Context: an optimization exercise on an open-source flow, tuned for small area, a short achievable clock period and few clock cycles per item. The choices shown serve that exercise and are no tape-out recipe.
At most, simulation tests tie the RTL to the original design; equivalence was not proved.
Power and IR drop assume default switching activity.

// muxcodec_quant
module muxcodec_quant (
    input  wire        clk,
    input  wire        rst,         
    input  wire        in_valid,
    output wire        in_ready,
    input  wire        in_op,       
    input  wire [2:0]  in_res,      
    input  wire [2:0]  in_qty,      
    input  wire [63:0] in_din,
    output reg         out_valid,
    output reg  [63:0] out_dout,
    output reg  [2:0]  out_err      
);
Size: about 3,500 cells after synthesis, about 26,000 um2 of cells after synthesis.
Settings: LEC_CHECK=0, CAP_MARGIN=20, CORE_MARGIN=2, CORE_UTILIZATION=40, SETUP_SLACK_MARGIN=5, SLEW_MARGIN=20; clock period 9.0 ns.
run.sh (not shown) runs the stock make flow with config.mk's settings and CLKGATE_MAP_FILE= SYNTH_SCRIPT=/design/flow/synth_recipe.tcl, a recipe that flattens the netlist after the stock synthesis.
The starting point passed the timing, DRC and antenna checks.
==> next run, changes <==
SETUP_SLACK_MARGIN = 4.5   (was 5)
What happened: Via count is lower by 5.0%; register-to-register slack loses 0.26 ns; hold slack loses 0.023 ns; flip-flop and latch count does not change; sequential power is about the same; worst setup slack loses 0.26 ns; global-route usage is lower by 1.7 points; core utilization is lower by 4.8 points; combinational power is lower by 18%.
==> next run, changes <==
SETUP_SLACK_MARGIN = 4   (was 4.5)
=>
- non-clock buffer count came out lower by 81
- via count decreases by 2.2%
- clock-buffer cell count falls by 2
Function was not checked in any run of this note: the RTL went through the layout flow alone.

---

muxcodec_quant, a different RTL version from the one above (not shown whole).
Size in the first run: roughly 3400 cells after synthesis, roughly 26000 µm² of cells after synthesis.
Design muxcodec_quant, start of the top module:
module muxcodec_quant (
    input  wire        clk,
    input  wire        rst,         
    input  wire        in_valid,
    output wire        in_ready,
    input  wire        in_op,       
    input  wire [2:0]  in_res,      
    input  wire [2:0]  in_qty,      
    input  wire [63:0] in_din,
    output reg         out_valid,
    output reg  [63:0] out_dout,
    output reg  [2:0]  out_err      
);
    localparam [1:0] K_DIV = 2'd0;    
    localparam [1:0] K_MUL = 2'd1;    
    localparam [1:0] K_F2F = 2'd2;    
    localparam [1:0] K_F2D = 2'd3;    
    localparam [1:0] C_NONE = 2'd0;
    localparam [1:0] C_ZERO = 2'd1;   
    localparam [1:0] C_INF  = 2'd2;   
    localparam [1:0] C_NAN  = 2'd3;   
    reg         busy;       
    reg         rdy;        
    reg         fin;        
    reg         first;      
    reg         fr;         
    reg  [1:0]  kind;
    reg  [2:0]  err;        
    reg  [1:0]  cst;        
    reg  [1:0]  res;
    reg  [2:0]  qty;
    reg         neg;
    reg         seen;       
    reg         h1, h0;     
    reg         g1, g0;     
    reg         stk;        
    reg         fst;        
    reg         up;         
    reg         sat;        
    reg  [54:0] A;          
    reg  [31:0] B;          
    reg  [10:0] X;          
    reg  [5:0]  T;          
    wire [53:0] inc_out;    
    assign in_ready = rdy;
    wire accept = in_valid & ~busy;
    reg  [51:0] rom_m;
    reg  [54:0] rom_m3;
    reg  [10:0] rom_c1, rom_cs;
    always @(*) begin
  ...
==> flow/config.mk <==
export PLATFORM = sky130hd
export DESIGN_NAME = muxcodec_quant
export DESIGN_NICKNAME = muxcodec_quant
export VERILOG_FILES = /design/flow/design.v
export SDC_FILE = /design/flow/constraint.sdc
export NUM_CORES = 4
export LEC_CHECK = 0
export CAP_MARGIN = 20
export CORE_MARGIN = 2
export CORE_UTILIZATION = 40
export SETUP_SLACK_MARGIN = 4.6
export SLEW_MARGIN = 20
==> flow/constraint.sdc <==
create_clock -name core_clock -period 9.0 [get_ports {clk}]
set_input_delay 1.8000 -clock core_clock [delete_from_list [all_inputs] [get_ports {clk}]]
set_output_delay 1.8000 -clock core_clock [all_outputs]
set_load 0.01 [all_outputs]
Testbench counts at the start, summed over its fixed seeds: cycles 71,988, items 12,000.
Edit:
Settings changed: CAP_MARGIN 20 to 10, SETUP_SLACK_MARGIN 4.6 to 4.5, SLEW_MARGIN 20 to 10.
Outcome: The new run went through all stages and came out clean; via count goes down slightly; die area does not change; routed wire length shrinks by a few percent; fmax decreases slightly.
Edit:
Settings changed: CAP_MARGIN 10 to 20, CORE_UTILIZATION 40 to 50, SLEW_MARGIN 10 to 20.
=> The changed run completed with no timing, DRC or antenna violations. Setup slack is worse by 9.1 ps. Cell area went up by 1.6%. Total power went up by 4.3%. Critical path depth went down by 3. Cell count went down by 3.5%. Area after synthesis does not change. Clock skew went up by 32 ps. Global-route usage went up by 11 points. Via count went up by 3.5%.
Edit:
Settings changed: CORE_UTILIZATION 50 to 40, SETUP_SLACK_MARGIN 4.5 to 4.7.
What happened: This time the run completed and failed the layout checks on max-capacitance violations, max-slew violations; global-route usage drops by 10 points; via count went down by 2.1%; combinational power barely changes; sequential cell count is unchanged; non-clock buffer count climbs by 46; cell area increases by 2.8%; worst hold slack gets worse by 36 ps; utilization drops by 11 points; synthesized area does not change; first-iteration DRC count decreases by 10%; setup slack is better by 270 ps.

## what the ideal ports hide
Ports are ideal in the flow. The routed layouts listed here were re-timed in OpenROAD.
Step 1 (the two cells are an assumption about what drives the block):
set clk [get_ports {clk}]
set_driving_cell -lib_cell sky130_fd_sc_hd__clkbuf_16 $clk
set_driving_cell -lib_cell sky130_fd_sc_hd__buf_2 [delete_from_list [all_inputs] $clk]
Step 2 also shifts input and output timing later by t, the mid clock arrival at the registers, as if the neighbouring blocks saw the same clock.
Three values: ideal, step 1, step 2; two values: the first two.
| run | t, ns | setup WS [ns] | latest minus earliest clock arrival (ns) | worst data-port slew with drivers (ns) |
|---|---|---|---|---|
| the first run of note 1 | 0.640 | 4.754 / 4.754 / 4.332 | 0.037 / 0.036 | 0.08 |
| the second run of note 1 | 0.633 | 4.491 / 4.491 / 4.033 | 0.039 / 0.039 | 0.09 |
| the third run of note 1 | 0.630 | 4.040 / 4.040 / 3.783 | 0.031 / 0.030 | 0.07 |
| the first run of note 2 | 0.617 | 4.555 / 4.555 / 4.164 | 0.033 / 0.033 | 0.04 |
| the second run of note 2 | 0.607 | 4.468 / 4.468 / 4.149 | 0.021 / 0.021 | 0.05 |
| the third run of note 2 | 0.638 | 4.459 / 4.459 / 3.936 | 0.052 / 0.052 | 0.07 |
| the fourth run of note 2 | 0.681 | 4.732 / 4.732 / 4.131 | 0.023 / 0.023 | 0.06 |
The setup slack of the fourth run of note 2, which loses most, moves by 0.000 ns with the drivers and by -0.601 ns with both steps.
